This design comes from an exercise in tuning for small area and a short achievable clock period on the open sky130 flow, not from production work. In this exercise RTL edits were held to simulation tests only and were not proved equivalent to the original. Power and IR drop assume default switching activity.

==> flow/design.v <==
module mf_normalize (
    input  wire [7:0]  e_in,
    input  wire [23:0] m_in,
    output wire [6:0]  y         
);
    wire       big = (e_in[7:3] != 5'd0) || (e_in[2:0] == 3'd7) || (m_in[23:10] != 14'd0);
    wire [9:0] m   = m_in[9:0];
    reg  [2:0] k;
    reg  [3:0] mo;
    always @* begin
        casez (m)
            10'b1?????????: begin k = 3'd6; mo = m[9:6]; end
            10'b01????????: begin k = 3'd5; mo = m[8:5]; end
            10'b001???????: begin k = 3'd4; mo = m[7:4]; end
            10'b0001??????: begin k = 3'd3; mo = m[6:3]; end
            10'b00001?????: begin k = 3'd2; mo = m[5:2]; end
            10'b000001????: begin k = 3'd1; mo = m[4:1]; end
            default:        begin k = 3'd0; mo = m[3:0]; end
        endcase
    end
    wire sat = big || (k > e_in[2:0]);
    assign y = sat ? 7'h70 : {e_in[2:0] - k, mo};
endmodule
module mf_adder (
    input  wire [7:0] a,
    input  wire [7:0] b,
    output wire [7:0] y
);
    wire       sa = a[7];
    wire       sb = b[7];
    wire [2:0] ea = a[6:4];
    wire [2:0] eb = b[6:4];
    wire [3:0] ma = a[3:0];
    wire [3:0] mb = b[3:0];
    wire       a_ge = (ea >= eb);
    wire [2:0] E    = a_ge ? ea : eb;
    wire [2:0] d    = a_ge ? (ea - eb) : (eb - ea);
    wire [3:0] ml   = a_ge ? ma : mb;           
    wire [3:0] ms   = a_ge ? mb : ma;           
    wire [10:0] xs  = {7'd0, ms} << d;
    wire [10:0] xl  = {7'd0, ml};
    wire [10:0] xa  = a_ge ? xl : xs;
    wire [10:0] xb  = a_ge ? xs : xl;
    wire        same = (sa == sb);
    wire        agt  = (xa > xb);
    wire        tie  = (xa == xb);
    wire [10:0] x    = same ? (xa + xb) : (agt ? (xa - xb) : (xb - xa));
    wire        s    = same ? sa : (agt ? sa : sb);
    reg  [2:0] k;
    reg  [3:0] mo;
    always @* begin
        casez (x)
            11'b1??????????: begin k = 3'd7; mo = x[10:7]; end
            11'b01?????????: begin k = 3'd6; mo = x[9:6]; end
            11'b001????????: begin k = 3'd5; mo = x[8:5]; end
            11'b0001???????: begin k = 3'd4; mo = x[7:4]; end
            11'b00001??????: begin k = 3'd3; mo = x[6:3]; end
            11'b000001?????: begin k = 3'd2; mo = x[5:2]; end
            11'b0000001????: begin k = 3'd1; mo = x[4:1]; end
            default:         begin k = 3'd0; mo = x[3:0]; end
        endcase
    end
    wire sat = (E == 3'd7) || (k > E);
    assign y = (!same && tie) ? 8'h00 : (sat ? {s, 7'h70} : {s, E - k, mo});
endmodule
module mf_multiplier (
    input  wire [7:0] a,
    input  wire [7:0] b,
    output wire [7:0] y
);
    wire       s    = a[7] ^ b[7];
    wire [3:0] esum = {1'b0, a[6:4]} + {1'b0, b[6:4]};
    wire [7:0] p    = a[3:0] * b[3:0];
    reg  [2:0] k;
    reg  [3:0] mo;
    always @* begin
        casez (p)
            8'b1???????: begin k = 3'd4; mo = p[7:4]; end
            8'b01??????: begin k = 3'd3; mo = p[6:3]; end
            8'b001?????: begin k = 3'd2; mo = p[5:2]; end
            8'b0001????: begin k = 3'd1; mo = p[4:1]; end
            default:     begin k = 3'd0; mo = p[3:0]; end
        endcase
    end
    wire [3:0] e2  = esum - 4'd2 - {1'b0, k};    
    wire under = (esum < 4'd2);
    wire sat   = (esum > 4'd8) || (esum < {1'b0, k} + 4'd2);
    assign y = under ? {s, 7'd0} : (sat ? {s, 7'h70} : {s, e2[2:0], mo});
endmodule
module mf_converter (
    input  wire [7:0]  v,
    input  wire [31:0] f,
    output wire [11:0] to_f32_hi,   
    output wire [7:0]  exact_y,
    output wire        exact_absent,
    output wire [7:0]  approx_y
);
    wire       vs = v[7];
    wire [2:0] ve = v[6:4];
    wire [3:0] vm = v[3:0];
    reg  [1:0] p;
    reg  [2:0] fr;
    always @* begin
        casez (vm)
            4'b1???: begin p = 2'd3; fr = vm[2:0]; end
            4'b01??: begin p = 2'd2; fr = {vm[1:0], 1'b0}; end
            4'b001?: begin p = 2'd1; fr = {vm[0], 2'b0}; end
            default: begin p = 2'd0; fr = 3'd0; end
        endcase
    end
    wire [7:0] xexp = 8'd125 + {5'd0, ve} + {6'd0, p};
    assign to_f32_hi = (vm == 4'd0) ? {vs, 11'd0} : {vs, xexp, fr};
    wire        fs  = f[31];
    wire [7:0]  fx  = f[30:23];
    wire [22:0] ff  = f[22:0];
    wire [3:0]  top = {1'b1, ff[22:20]};
    reg  [4:0]  t;                  
    integer     i;
    always @* begin
        t = 5'd23;
        for (i = 22; i >= 0; i = i - 1)
            if (ff[i]) t = i[4:0];
    end
    wire       xz   = (fx == 8'd0);
    wire       fz   = (ff == 23'd0);
    wire [8:0] q    = {1'b0, fx} + {4'd0, t};            
    wire       low  = (q < 9'd148);
    wire       high = (q > 9'd154);
    wire [2:0] eb   = q[2:0] - 3'd4;                       
    wire       tge  = (t >= 5'd20);
    wire [1:0] tsh  = t[1:0];                              
    wire [3:0] mt   = top >> tsh;
    wire [9:0] e2f  = {1'b0, q} + {5'd0, t} - 10'd168;     
    wire       e2n  = e2f[9];
    reg  [6:0] ry;                   
    reg        rsat;
    always @* begin
        rsat = high;
        if (tge) ry = {eb, mt};
        else begin
            ry = {e2f[2:0], top};
            if (e2n) rsat = 1'b1;
        end
    end
    wire [6:0] inr = rsat ? 7'h70 : ry;
    assign exact_absent = xz ? !fz : low;
    assign exact_y      = xz ? {fs, 7'd0} : {fs, inr};
    wire [1:0] ash = 2'd0 - fx[1:0];                       
    wire       ain = (fx <= 8'd128);
    wire [3:0] am  = (fx < 8'd125) ? 4'd0 : (top >> ash);
    wire [6:0] alo = ain ? {3'd0, am} : 7'h70;
    assign approx_y = xz ? {fs, 7'd0} : (low ? {fs, alo} : {fs, inr});
endmodule
module minifloat_unit (
    input  wire        clk,
    input  wire [4:0]  op,
    input  wire [31:0] a,
    input  wire [31:0] b,
    output wire [31:0] y,
    output wire [1:0]  st
);
    reg [4:0]  op_q;
    reg [31:0] a_q;
    reg [7:0]  b_q;
    always @(posedge clk) begin
        op_q <= op;
        a_q  <= a;
        b_q  <= b[7:0];
    end
    wire [7:0] va = a_q[7:0];
    wire [7:0] vb = b_q;
    wire [6:0] norm_y;
    mf_normalize u_norm (.e_in(a_q[31:24]), .m_in(a_q[23:0]), .y(norm_y));
    wire [7:0] add_y;
    mf_adder u_add (.a(va), .b({vb[7] ^ op_q[0], vb[6:0]}), .y(add_y));
    wire [7:0] mul_y;
    mf_multiplier u_mul (.a(va), .b(vb), .y(mul_y));
    wire [11:0] tof_hi;
    wire [7:0]  xfrom_y;
    wire        xfrom_absent;
    wire [7:0]  afrom_y;
    mf_converter u_conv (
        .v           (va),
        .f           (a_q),
        .to_f32_hi   (tof_hi),
        .exact_y     (xfrom_y),
        .exact_absent(xfrom_absent),
        .approx_y    (afrom_y)
    );
    reg [7:0]  lo_d;
    reg [11:0] hi_d;
    reg [1:0]  st_d;
    always @* begin
        lo_d = 8'd0;
        hi_d = 12'd0;
        st_d = 2'd0;
        case (op_q)
            5'd0:  lo_d = 8'd0;
            5'd1:  lo_d = 8'h21;
            5'd2:  lo_d = {a_q[16], a_q[10:8], a_q[3:0]};
            5'd3:  lo_d = {7'd0, va[7]};
            5'd4:  lo_d = {5'd0, va[6:4]};
            5'd5:  lo_d = {4'd0, va[3:0]};
            5'd6:  lo_d = {7'd0, va[7]};
            5'd7:  lo_d = {7'd0, ~va[7]};
            5'd8:  lo_d = (va[6:0] == 7'd0) ? 8'd0 : (va[7] ? 8'hFF : 8'h01);
            5'd9:  lo_d = {7'd0, (va == vb)};
            5'd10: lo_d = {1'b0, norm_y};
            5'd11: lo_d = va ^ 8'h80;
            5'd12: lo_d = add_y;
            5'd13: lo_d = add_y;
            5'd14: lo_d = mul_y;
            5'd15: hi_d = tof_hi;
            5'd16: begin
                if (xfrom_absent) st_d = 2'd1;
                else              lo_d = xfrom_y;
            end
            5'd17: lo_d = afrom_y;
            default: st_d = 2'd2;
        endcase
    end
    reg [7:0]  lo_q;
    reg [8:0]  hi_q;      
    reg [1:0]  st_q;
    always @(posedge clk) begin
        lo_q <= lo_d;
        hi_q <= {hi_d[11:10], hi_d[9], hi_d[5:0]};
        st_q <= st_d;
    end
    assign y  = {hi_q[8:7], {4{hi_q[6]}}, hi_q[5:0], 12'd0, lo_q};
    assign st = st_q;
endmodule
==> flow/run.sh <==
#!/bin/bash
# synth_recipe.tcl (not shown) runs the flow's synth.tcl, then flattens the netlist and writes it again
# the make line also repeats each setting of config.mk as NAME=value (left out here)
make -C /OpenROAD-flow-scripts/flow DESIGN_CONFIG=/design/flow/config.mk WORK_HOME=/design/flow/orfs CLKGATE_MAP_FILE= SYNTH_SCRIPT=/design/flow/synth_recipe.tcl finish
==> flow/config.mk <==
export PLATFORM = sky130hd
export DESIGN_NAME = minifloat_unit
export DESIGN_NICKNAME = minifloat_unit
export VERILOG_FILES = /design/flow/design.v
export SDC_FILE = /design/flow/constraint.sdc
export NUM_CORES = 4
export LEC_CHECK = 0
export CAP_MARGIN = 20
export CORE_MARGIN = 2
export CORE_UTILIZATION = 40
export SLEW_MARGIN = 20
==> flow/constraint.sdc <==
create_clock -name core_clock -period 15.0 [get_ports {clk}]
set_input_delay 3.0000 -clock core_clock [delete_from_list [all_inputs] [get_ports {clk}]]
set_output_delay 3.0000 -clock core_clock [all_outputs]
set_load 0.01 [all_outputs]
==> flow_metrics.env <==
export IMPL_status="timing/DRC/antenna clean"
export IMPL_fillers=1782
export IMPL_synth_area_per_cell_um2=7.58
export IMPL_rows=48
export IMPL_grt_antenna_before_repair=0
export IMPL_slew_viol_final=0
export IMPL_cp_slowest_cell="ha_1"
export IMPL_pwr_share_comb_pct=55.3
export IMPL_diodes=0
export IMPL_worstSkewPairLatency_ns=0.35
export IMPL_worstPathArrival_ns=8.84
export IMPL_drv_cap=0
export IMPL_dieWidth_um=137
export IMPL_ys_flop_type="dfxtp_1"
export IMPL_tightest_slew_ns=0.895
export IMPL_clkTransAtPathRegs_ns=0.06
export IMPL_pwr_density_cell_mw_per_mm2=120
export IMPL_ctsHoldBuffers=0
export IMPL_finalCriticalPeriod_ns=8.61
export IMPL_grt_max_degree=34
export IMPL_via_per_inst=5.74
export IMPL_dp_hpwl_um=16600
export IMPL_dieArea_mm2=0.0187
export IMPL_area_growth_syn_to_layout_pct=15.9
export IMPL_fin_skew_ns=0.00902
export IMPL_final_area_mm2=0.00819
export IMPL_pin_count=104
export IMPL_path_buf_inv=2
export IMPL_track_usage_pct=23.1
export IMPL_cts_tree="done"
export IMPL_power_total_w=0.000981
export IMPL_ctsResizeCount=0
export IMPL_syn_inst=932
export IMPL_clkPwrFrac_pct=25.0
export IMPL_ys_warn_count=5
export IMPL_synth_area_leaders="dfxtp_1 18%, ha_1 13%, nor2_1 5.8%"
export IMPL_postPlaceCellArea_mm2=0.00784
export IMPL_die_h_um=137
export IMPL_wl_per_cell_um=17.2
export IMPL_relSlewSlack_pct=39.9
export IMPL_hold_viol=0
export IMPL_h_tree_depth=3
export IMPL_synth_seq_cells=64
export IMPL_io_buffers=67
export IMPL_ant_nets=0
export IMPL_yosysSeqAreaShare_pct=18.1
export IMPL_cts_made_buffers=9
export IMPL_cp_required_ns=15.23
export IMPL_fin_nets=1140
export IMPL_coreArea_mm2=0.0173
export IMPL_holdCritPathClass="flop to flop"
export IMPL_clockRootBuffer="clkbuf_16"
export IMPL_peakVddDrop_mv=0.106
export IMPL_post_cts_setup_buffers=0
export IMPL_path_cells="inv_1, ha_1, nor2b_2, o21ai_4, mux4_2, o32ai_1, ha_1, nor2_1, nor2_1, o21bai_1, nand2_1, a21oi_2, nor3_1, or3_1, nand3_1, a21boi_1, nor2b_4, a221o_1, ha_1, inv_1, fa_1, o21ai_0, nand4_1, or2_2"
export IMPL_critical_path_max_fanout=17
export IMPL_fin_tns_setup_ns=0
export IMPL_period_share_pct=57.4
export IMPL_dr_pass1_iters=8
export IMPL_cp_top_family="compound AO/OA/AOI/OAI gates"
export IMPL_leakagePower_nw=3.53
export IMPL_cp_start_kind="flop"
export IMPL_initial_core_util_pct=40.8
export IMPL_critPathMostFrequentCell="ha_1"
export IMPL_cp_end_kind="flop"
export IMPL_route_vias_total=6945
export IMPL_seqPwrFrac_pct=19.7
export IMPL_grt_ovfl_total=0
export IMPL_switching_share_pct=42.9
export IMPL_grt_pass1_vias=6562
export IMPL_p_switching_w=0.000420
export IMPL_path_class="flop to flop"
export IMPL_drc=0
export IMPL_fin_cells=1209
export IMPL_ys_types=87
export IMPL_fmax_ghz=0.116
export IMPL_postSynth_asyncResetShare_pct=0
export IMPL_cts_path_max_buffers=2
export IMPL_synth_top_area_share_pct=18.1
export IMPL_yosysTopAreaCell="dfxtp_1"
export IMPL_clock_sinks=64
export IMPL_syn_area_mm2=0.00707
export IMPL_crit_path_max_incr_delay_ns=0.76
export IMPL_drive_gt1_share_pct=6.30
export IMPL_gp_congestion=0.933
export IMPL_rsz0062_at_grt="no"
export IMPL_internal_power_w=0.000561
export IMPL_grt_first_pass_wirelength_um=33700
export IMPL_wirelength_um=20800
export IMPL_synth_edf_count=0
export IMPL_setup_viol=0
export IMPL_drt_iter0_drc=575
export IMPL_dp_cells=1193
==> synth_stat cells (all sizes together) (23+ instances only) <==
| master | instances |
|---|---|
| ha | 76 |
| o21ai | 61 |
| a21oi | 79 |
| nor2 | 111 |
| inv | 71 |
| nand2 | 75 |
| buf | 23 |
| dfxtp | 64 |
| nand3 | 28 |
| nor3 | 28 |
| clkbuf | 26 |
| xnor2 | 27 |
==> worst paths after layout <==
path	startpoint	endpoint	slack [ns]	cells after the start
setup reg to reg	a_q[4]	lo_q[5]	6.39	24
hold reg to reg	op_q[4]	st_q[1]	0.59	1
setup / recovery	a_q[4]	lo_q[5]	6.39	24
hold / removal	op_q[4]	st_q[1]	0.59	1
==> kinds of logic after synthesis <==
group / share of synthesized area (%)
flip-flops: 18.1
buffers and inverters: 7.69
other: 0.0531
XOR/XNOR: 4.43
AO/OA/AOI/OAI: 24.5
AND/OR/NAND/NOR: 23.8
multiplexers: 3.70
adder cells (fa/ha/maj): 17.7
==> area by class of cell <==
type	instances	area, um^2	area share [%]
Multi-Input combinational cell	758	5280	64.5
Sequential cell	64	1280	15.6
Timing Repair Buffer	74	723	8.83
Tap cell	225	282	3.44
Inverter	72	270	3.30
Clock buffer	9	225	2.75
Clock inverter	7	124	1.51
==> per-layer routing <==
metal  wire length (um)  GRT usage [%]  vias to the layer above  share of wire (%)
li1                   -              -                     3410                  -
met2               9940           39.0                      235                 48
met3               1160           3.07                       52                5.6
met4                703           9.74                        0                3.4
met1               9040           29.6                     3248                 43
met5                  0              0                        -                  0
==> flip-flops by register name, indices dropped and copies added, names as in the netlist <==
register  cells
op_q          5
hi_q          9
a_q          32
b_q           8
lo_q          8
st_q          2
==> per-stage QoR <==
stage,setup WS (ns),hold slack (ns),utilization [%]
2_1_floorplan,8.19,0.481,-
3_3_place_gp,6.53,0.577,45.3
3_5_place_dp,6.51,0.577,45.3
4_1_cts,6.46,0.585,47.3
5_1_grt,5.92,0.626,47.3
6_report,6.39,0.587,47.3
==> power groups by stage <==
stage	Clock, W	Sequential, W	Combinational, W
3_3_place_gp	0	0.000197	0.000530
4_1_cts	0.000250	0.000193	0.000536
3_5_place_dp	0	0.000197	0.000532
6_report	0.000245	0.000194	0.000542
5_1_grt	0.000258	0.000195	0.000600
2_1_floorplan	0	0.000191	0.000416
==> cell usage in the layout (no fill, tap or decap), drive strengths merged, types with 13 or more instances in the layout <==
master and n:
fa 15, o21ai 61, a21oi 79, o211ai 13, nand2 75, nand3 28, nor4 13, nor3 28
a21o 15, clkdlybuf4s50 67, dfxtp 64, xnor2 27, inv 74, nor2b 13, ha 76, nor2 111
==> worst register-to-register path: stages, from the launching register on <==
cell and delay (ns):
dfxtp_1 0.66, inv_1 0.28, ha_1 0.76, nor2b_2 0.17, o21ai_4 0.53, mux4_2 0.65
o32ai_1 0.74, ha_1 0.42, nor2_1 0.12, nor2_1 0.05, o21bai_1 0.35, nand2_1 0.18
a21oi_2 0.62, nor3_1 0.14, or3_1 0.39, nand3_1 0.10, a21boi_1 0.50, nor2b_4 0.07
a221o_1 0.37, ha_1 0.18, inv_1 0.08, fa_1 0.42, o21ai_0 0.22, nand4_1 0.16
or2_2 0.32

[static timing again, ports no longer ideal]
How much do the figures lean on ideal ports? The routed layout below was timed once more, with nothing changed but the port constraints. Step 1: set_driving_cell puts a clkbuf_16 on clk and a buf_2 on each other input, an assumption about the parent block. Step 2 adds t to the input delays and takes it off the output delays; t is the mean of the earliest and latest rising clock arrival at the registers after step 1. Input paths then give back, and output paths get back, about the clock's delay inside the block. a / b / c = no drivers / after step 1 / after step 2; a / b = the first two.
t, ns: 0.389
setup WS [ns]: 6.390 / 6.390 / 6.390
hold WS [ns]: 0.587 / 0.587 / 0.587
worst setup path at the end: register to register
worst data-port slew with drivers (ns): 0.04
After both steps setup and hold are still met in this run. The setup slack of this run moves by 0.000 ns with the drivers and by 0.000 ns with both steps.
